From an optimization exercise on the open Yosys and OpenROAD flow, aimed at small area, a short achievable clock period and few clock cycles; shortcuts taken in it are not production practice.
Only simulation tests tie the RTL to the original design; equivalence was not proved.

==> module qd_core, before the edit <==
module qd_core (
    input  wire        clk,
    input  wire        rst,             
    input  wire        req_valid,
    output wire        req_ready,
    input  wire [31:0] req_value,
    input  wire [31:0] req_cursor,
    input  wire [31:0] req_capacity,
    output wire        wr_valid,
    output wire [31:0] wr_addr,
    output wire [15:0] wr_data,
    output wire [1:0]  wr_be,
    output wire        rsp_valid,
    output wire [31:0] rsp_cursor,
    output wire [3:0]  rsp_len,
    output wire        rsp_status
);
    function [3:0] stp;
        input [3:0] x;
        begin
            stp[3] = (x[0] & x[2]) | (x[1] & x[2]);
            stp[2] = (~x[0] & ~x[1] & x[2]) | (x[0] & x[3]);
            stp[1] = (x[1] & ~x[2]) | (~x[0] & ~x[1] & x[2]) | (x[0] & x[1]) | (x[3]);
            stp[0] = (x[0] & ~x[2]) | (~x[0] & x[2]) | (x[3]);
        end
    endfunction
    function [3:0] dec;
        input [3:0] x;
        begin
            dec[3] = (x[0] & x[1] & x[3]);
            dec[2] = (x[2] & ~x[3]) | (~x[0] & x[3]) | (~x[1] & x[3]);
            dec[1] = (~x[0] & x[1]) | (x[1] & ~x[2] & ~x[3]) | (x[0] & ~x[1] & x[3]);
            dec[0] = (x[0] & ~x[2] & ~x[3]) | (~x[0] & x[3]) | (x[2] & x[3]);
        end
    endfunction
    function [11:0] dec8;
        input [7:0] b;
        reg   [11:0] s, t;
        reg   [12:0] ext;
        integer i, d;
        begin
            s = 12'd0;
            for (i = 0; i < 8; i = i + 1) begin
                ext = {s, b[7 - i]};
                for (d = 0; d < 3; d = d + 1)
                    t[4*d +: 4] = stp({s[4*d +: 3], ext[4*d]});
                s = t;
            end
            dec8 = s;
        end
    endfunction
    function [39:0] dd8;
        input [39:0] acc;
        input [7:0]  b;
        reg   [39:0] s, t;
        reg   [40:0] ext;
        integer i, d;
        begin
            s = acc;
            for (i = 0; i < 8; i = i + 1) begin
                ext = {s, b[7 - i]};
                for (d = 0; d < 10; d = d + 1)
                    if (d <= 7 || (d == 8 && i >= 2) || (d == 9 && i >= 5))
                        t[4*d +: 4] = stp({s[4*d +: 3], ext[4*d]});
                    else
                        t[4*d +: 4] = 4'd0;
                s = t;
            end
            dd8 = s;
        end
    endfunction
    reg         conv;        
    reg         beat;        
    reg         rsp;         
    reg         ready;       
    reg         st;          
    reg  [1:0]  cnt;         
    reg  [23:0] vlo;         
    reg  [39:0] bcd;         
    reg  [2:0]  p;           
    reg         single;      
    reg  [3:0]  len;         
    reg  [31:0] cur;         
    wire        cap_small  = (req_capacity[31:4] == 28'd0) && (req_capacity[3:0] < 4'd10);
    wire        nz3     = |req_value[31:24];
    wire        nz2     = |req_value[23:16];
    wire        nz1     = |req_value[15:8];
    wire [1:0]  top     = nz3 ? 2'd3 : nz2 ? 2'd2 : nz1 ? 2'd1 : 2'd0;
    wire [7:0]  topbyte = nz3 ? req_value[31:24] : nz2 ? req_value[23:16] :
                          nz1 ? req_value[15:8]  : req_value[7:0];
    wire [11:0] top_dec = dec8(topbyte);
    wire        small_ge10  = (req_value[7:0] >= 8'd10);
    wire        small_ge100 = (req_value[7:0] >= 8'd100);
    wire [7:0]  nxt_byte = (cnt == 2'd3) ? vlo[23:16] : (cnt == 2'd2) ? vlo[15:8] : vlo[7:0];
    wire [39:0] bcd_step = dd8(bcd, nxt_byte);
    wire        pz4 = |bcd_step[39:32];
    wire        pz3 = |bcd_step[31:24];
    wire        pz2 = |bcd_step[23:16];
    wire        pz1 = |bcd_step[15:8];
    wire [2:0]  p_step = pz4 ? 3'd4 : pz3 ? 3'd3 : pz2 ? 3'd2 : pz1 ? 3'd1 : 3'd0;
    wire        odd_step = pz4 ? ~|bcd_step[39:36] : pz3 ? ~|bcd_step[31:28] :
                           pz2 ? ~|bcd_step[23:20] : pz1 ? ~|bcd_step[15:12] :
                           ~|bcd_step[7:4];
    reg  [7:0] pair;
    always @(*) begin
        case (p)
            3'd4:    pair = bcd[39:32];
            3'd3:    pair = bcd[31:24];
            3'd2:    pair = bcd[23:16];
            3'd1:    pair = bcd[15:8];
            default: pair = bcd[7:0];
        endcase
    end
    wire [1:0]  step_len = beat ? (single ? 2'd1 : 2'd2) : 2'd0;
    wire        inc_c1   = cur[0] & step_len[0];
    wire        inc_h1   = cur[1] ^ step_len[1];
    wire        inc_c2   = (cur[1] & step_len[1]) | (inc_h1 & inc_c1);
    wire [31:0] cur_next;
    assign cur_next[0] = cur[0] ^ step_len[0];
    assign cur_next[1] = inc_h1 ^ inc_c1;
    genvar gi;
    generate
        for (gi = 2; gi < 32; gi = gi + 1) begin : g_inc
            if (gi == 2) begin : g_first
                assign cur_next[gi] = cur[gi] ^ inc_c2;
            end else begin : g_rest
                assign cur_next[gi] = cur[gi] ^ (inc_c2 & (&cur[gi-1:2]));
            end
        end
    endgenerate
    assign req_ready  = ready;
    assign wr_valid   = beat & ~rst;
    assign wr_addr    = cur;
    assign wr_data    = {4'h3, dec(pair[3:0]), 4'h3, dec(single ? pair[3:0] : pair[7:4])};
    assign wr_be      = {~single, 1'b1};
    assign rsp_valid  = rsp & ~rst;
    assign rsp_cursor = cur_next;
    assign rsp_len    = len;
    assign rsp_status = st;
    always @(posedge clk) begin
        if (rst) begin
            conv  <= 1'b0;
            beat  <= 1'b0;
            rsp   <= 1'b0;
            ready <= 1'b1;
        end else if (req_valid && ready) begin
            cur <= req_cursor;
            if (cap_small) begin
                st    <= 1'b1;
                len   <= 4'd0;
                conv  <= 1'b0;
                beat  <= 1'b0;
                rsp   <= 1'b1;
                ready <= 1'b1;
            end else begin
                st  <= 1'b0;
                vlo <= req_value[23:0];
                cnt <= top;
                bcd <= {28'd0, top_dec};
                if (top == 2'd0) begin
                    conv   <= 1'b0;
                    beat   <= 1'b1;
                    p      <= {2'd0, small_ge100};
                    single <= ~small_ge10 | small_ge100;
                    len    <= small_ge100 ? 4'd3 : small_ge10 ? 4'd2 : 4'd1;
                    rsp    <= ~small_ge100;
                    ready  <= ~small_ge100;
                end else begin
                    conv  <= 1'b1;
                    beat  <= 1'b0;
                    rsp   <= 1'b0;
                    ready <= 1'b0;
                end
            end
        end else if (conv) begin
            bcd <= bcd_step;
            cnt <= cnt - 2'd1;
            if (cnt == 2'd1) begin
                conv   <= 1'b0;
                beat   <= 1'b1;
                p      <= p_step;
                single <= odd_step;
                len    <= {p_step, 1'b0} + 4'd2 - {3'd0, odd_step};
                rsp    <= (p_step == 3'd0);
                ready  <= (p_step == 3'd0);
            end
        end else if (beat) begin
            cur    <= cur_next;
            single <= 1'b0;
            p      <= p - 3'd1;
            rsp    <= (p == 3'd1);
            ready  <= (p[2:1] == 2'd0);
            if (p == 3'd0) beat <= 1'b0;
        end else begin
            rsp   <= 1'b0;
            ready <= 1'b1;
        end
    end
endmodule
==> flow/config.mk <==
export PLATFORM = sky130hd
export DESIGN_NAME = qd_core
export DESIGN_NICKNAME = qd_core
export VERILOG_FILES = /design/flow/design.v
export SDC_FILE = /design/flow/constraint.sdc
export NUM_CORES = 4
export LEC_CHECK = 0
export ABC_AREA = 1
export CAP_MARGIN = 20
export CORE_MARGIN = 2
export CORE_UTILIZATION = 40
export SLEW_MARGIN = 20
==> flow/constraint.sdc <==
create_clock -name core_clock -period 16.0 [get_ports {clk}]
set_input_delay 3.2000 -clock core_clock [delete_from_list [all_inputs] [get_ports {clk}]]
set_output_delay 3.2000 -clock core_clock [all_outputs]
set_load 0.01 [all_outputs]
run.sh (not shown) runs the stock make flow with config.mk's settings and CLKGATE_MAP_FILE= SYNTH_SCRIPT=/design/flow/synth_recipe.tcl, a recipe that flattens the netlist after the stock synthesis.
Testbench counts at the start, summed over its fixed seeds: cycles 15,321.
Next try:
--- a/flow/design.v
+++ b/flow/design.v
@@ -81,6 +81,7 @@
     reg         single;      
     reg  [3:0]  len;         
     reg  [31:0] cur;         
+    reg  [2:0]  blk;         
     wire        cap_small  = (req_capacity[31:4] == 28'd0) && (req_capacity[3:0] < 4'd10);
     wire        nz3     = |req_value[31:24];
     wire        nz2     = |req_value[23:16];
@@ -121,13 +122,20 @@
     genvar gi;
     generate
         for (gi = 2; gi < 32; gi = gi + 1) begin : g_inc
-            if (gi == 2) begin : g_first
-                assign cur_next[gi] = cur[gi] ^ inc_c2;
-            end else begin : g_rest
-                assign cur_next[gi] = cur[gi] ^ (inc_c2 & (&cur[gi-1:2]));
-            end
+            localparam integer J = (gi - 2) / 8;     
+            localparam integer B = 8 * J + 2;        
+            wire blocks_below = (J == 0) ? 1'b1 : &blk[(J == 0 ? 0 : J - 1):0];
+            wire bits_below   = (gi == B) ? 1'b1 : &cur[(gi == B ? B : gi - 1):B];
+            assign cur_next[gi] = cur[gi] ^ (inc_c2 & blocks_below & bits_below);
         end
     endgenerate
+    function [2:0] blocks;
+        input [31:0] c;
+        integer j;
+        begin
+            for (j = 0; j < 3; j = j + 1) blocks[j] = &c[8*j+2 +: 8];
+        end
+    endfunction
     assign req_ready  = ready;
     assign wr_valid   = beat & ~rst;
     assign wr_addr    = cur;
@@ -145,6 +153,7 @@
             ready <= 1'b1;
         end else if (req_valid && ready) begin
             cur <= req_cursor;
+            blk <= blocks(req_cursor);
             if (cap_small) begin
                 st    <= 1'b1;
                 len   <= 4'd0;
@@ -186,6 +195,7 @@
             end
         end else if (beat) begin
             cur    <= cur_next;
+            blk    <= blocks(cur_next);
             single <= 1'b0;
             p      <= p - 3'd1;
             rsp    <= (p == 3'd1);
=>
- utilization is higher by 0.60 points
- worst setup slack gets better by 0.35 ns
- synthesized cell count is higher by 2.3%
- design area climbs by 8.2%
- flip-flop and latch count went up by 3
Testbench counts after the change, summed over its fixed seeds: cycles 15,321.

[separate check: timing with driven ports]
The flow's constraints put no driver on any port. The routed layouts listed below were extracted and timed again, unchanged, in two steps.
Step 1 (the two cells are an assumption about what drives the block):
set clk [get_ports {clk}]
set_driving_cell -lib_cell sky130_fd_sc_hd__clkbuf_16 $clk
set_driving_cell -lib_cell sky130_fd_sc_hd__buf_2 [delete_from_list [all_inputs] $clk]
Step 2 adds t to the input delays and takes it off the output delays; t is the mean of the earliest and latest rising clock arrival at the registers after step 1. Input paths then give back, and output paths get back, about the clock's delay inside the block.
Three values: no drivers, after step 1, after step 2; two values: the first two.
run	shift t [ns]	slack for setup (ns)	slew at the worst register clock pin (ns)	cell pins on the clock port's net
the first run	0.415	7.743 / 7.695 / 8.102	0.10 / 0.10	1
the second run	0.464	8.089 / 8.057 / 8.057	0.07 / 0.07	1
After both steps setup and hold are still met in every run listed. For the second run, which loses most, drivers alone change the setup slack by -0.032 ns; drivers and shift together by -0.032 ns.
